This is an optimization exercise on Yosys and OpenROAD, whose aim is small area, a short achievable clock period and few clock cycles, not a production implementation. The RTL was checked by simulation tests, not by an equivalence proof against the original design.

== xenon ==
==> flow/design.v (excerpt) <==
module cc_pool #(
    parameter NCORES = 4         
) (
    input  wire                 clk,
    input  wire                 rst,
    input  wire                 cfg_target_op,
    input  wire                 cfg_palette,
    input  wire                 cfg_tie_red,
    input  wire                 cfg_rot_left,
    input  wire                 cfg_blue_arith,
    input  wire                 cfg_acc_first,
    input  wire [3:0]           cfg_arith_en,
    input  wire                 tick,
    input  wire [NCORES-1:0]    cell_valid,
    input  wire [32*NCORES-1:0] cell_data,
    input  wire [NCORES-1:0]    cell_last,
    output wire [NCORES-1:0]    cell_ready,
    output reg                  out_valid,
    output reg  [1:0]           out_core,
    output reg  [23:0]          out_rgb,
    input  wire                 out_ready,
    output wire [NCORES-1:0]    done
);
For scale: roughly 2,800 cells after synthesis, about 190 I/O pins.
==> flow/config.mk <==
export PLATFORM = sky130hd
export DESIGN_NAME = cc_pool
export DESIGN_NICKNAME = cc_pool
export VERILOG_FILES = /design/flow/design.v
export SDC_FILE = /design/flow/constraint.sdc
export NUM_CORES = 4
export LEC_CHECK = 0
export ABC_AREA = 1
export CAP_MARGIN = 20
export CORE_MARGIN = 2
export CORE_UTILIZATION = 50
export CTS_BUF_LIST = sky130_fd_sc_hd__clkbuf_16
export CTS_CLUSTER_DIAMETER = 60
export CTS_CLUSTER_SIZE = 25
export SLEW_MARGIN = 20
==> flow/constraint.sdc <==
create_clock -name core_clock -period 15.5 [get_ports {clk}]
set_input_delay 3.1000 -clock core_clock [delete_from_list [all_inputs] [get_ports {clk}]]
set_output_delay 3.1000 -clock core_clock [all_outputs]
set_load 0.01 [all_outputs]
standard.sh (not shown) runs the stock make flow with config.mk's settings and CLKGATE_MAP_FILE= SYNTH_SCRIPT=/design/flow/synth_recipe.tcl, a recipe that flattens the netlist after the stock synthesis.
==> flow/flow/run.sh <==
#!/bin/bash
# Standard ORFS layout (the standard.sh, unchanged synthesis), with the
# timing repair steps aimed at a setup slack of 11 ns instead of 0.
bash standard.sh SETUP_SLACK_MARGIN=11 finish > standard.log 2>&1
Testbench counts of xenon, summed over its fixed seeds: cycles 225,125.
--- input diff xenon..amber ---
Settings: a change of CORE_UTILIZATION from 50 to 60.
- Global-route usage for amber: 5.3 points up relative to xenon
- amber vs xenon, instance count: amber lower
- In the flow results for amber and xenon, the vertical die dimension is smaller on amber.
- Relative to xenon, via count has gone up in amber.
- | maximum cell stage delay along the critical path | lower: xenon |
- Compared with xenon, amber shows a lower cell area after layout.
- Number of buffers added to fix hold violations after cts: amber vs xenon identical

========
cc_pool, a different RTL version from the one above (not shown whole).
Size in the first run: roughly 2900 cells after synthesis, roughly 350 flip-flops, roughly 24000 um2 of cells after synthesis.
## cc_pool
module cc_pool #(
    parameter NCORES = 4         
) (
    input  wire                 clk,
    input  wire                 rst,
    input  wire                 cfg_target_op,
    input  wire                 cfg_palette,
    input  wire                 cfg_tie_red,
    input  wire                 cfg_rot_left,
    input  wire                 cfg_blue_arith,
    input  wire                 cfg_acc_first,
    input  wire [3:0]           cfg_arith_en,
    input  wire                 tick,
    input  wire [NCORES-1:0]    cell_valid,
    input  wire [32*NCORES-1:0] cell_data,
    input  wire [NCORES-1:0]    cell_last,
    output wire [NCORES-1:0]    cell_ready,
    output reg                  out_valid,
    output reg  [1:0]           out_core,
    output reg  [23:0]          out_rgb,
    input  wire                 out_ready,
    output wire [NCORES-1:0]    done
);
    localparam PH_ONE = 2'd0, PH_RAMP = 2'd1, PH_SET2 = 2'd2, PH_LAST = 2'd3;
    localparam PH_WAIT = 2'd0, PH_MDQ = 2'd1, PH_MDR = 2'd2, PH_FIN = 2'd3;
    localparam X_ADD = 3'd0, X_SUB = 3'd1, X_SET = 3'd2, X_ROT = 3'd3,
               X_NOP = 3'd4, X_DLY = 3'd5, X_MUL = 3'd6, X_DIV = 3'd7;
  ...
export LEC_CHECK = 0
export ABC_AREA = 1
export CAP_MARGIN = 20
export CORE_MARGIN = 2
export CORE_UTILIZATION = 60
export CTS_BUF_LIST = sky130_fd_sc_hd__clkbuf_16
export CTS_CLUSTER_DIAMETER = 60
export CTS_CLUSTER_SIZE = 25
export SLEW_MARGIN = 20
create_clock -name core_clock -period 15.5 [get_ports {clk}]
Scripts as last shown in full above: flow/flow/run.sh
Testbench counts at the start, summed over its fixed seeds: cycles 224,677.
==> next run, changes <==
Settings changed: TNS_END_PERCENT from default to 0.
Clock-buffer cell count increases by 4; wire length went down by 3.8%; cell count fell by 0.66%; die area does not change; maximum frequency went down by 4.7%.

-- static timing again, ports no longer ideal --
The flow's constraints put no driver on any port. The routed layouts listed below were extracted and timed again, unchanged, in two steps. Step 1 (the two cells are an assumption about what drives the block):
set clk [get_ports {clk}]
set_driving_cell -lib_cell sky130_fd_sc_hd__clkbuf_16 $clk
set_driving_cell -lib_cell sky130_fd_sc_hd__buf_2 [delete_from_list [all_inputs] $clk]
Step 2 also shifts input and output timing later by t, the mid clock arrival at the registers, as if the neighbouring blocks saw the same clock. Slacks: ideal / step 1 / step 2; pairs: ideal / step 1.
run | t, ns | setup slack, ns | clock arrival spread, ns
xenon | 0.629 | 11.033 / 10.971 / 10.512 | 0.032 / 0.032
amber | 0.645 | 11.037 / 10.981 / 10.455 | 0.033 / 0.033
the first run of note 2 | 0.670 | 11.040 / 10.979 / 10.402 | 0.039 / 0.040
the second run of note 2 | 0.609 | 10.819 / 10.761 / 10.301 | 0.038 / 0.037
After both steps every run listed still meets setup and hold. For the first run of note 2, which loses most, drivers alone change the setup slack by -0.061 ns; drivers and shift together by -0.638 ns.
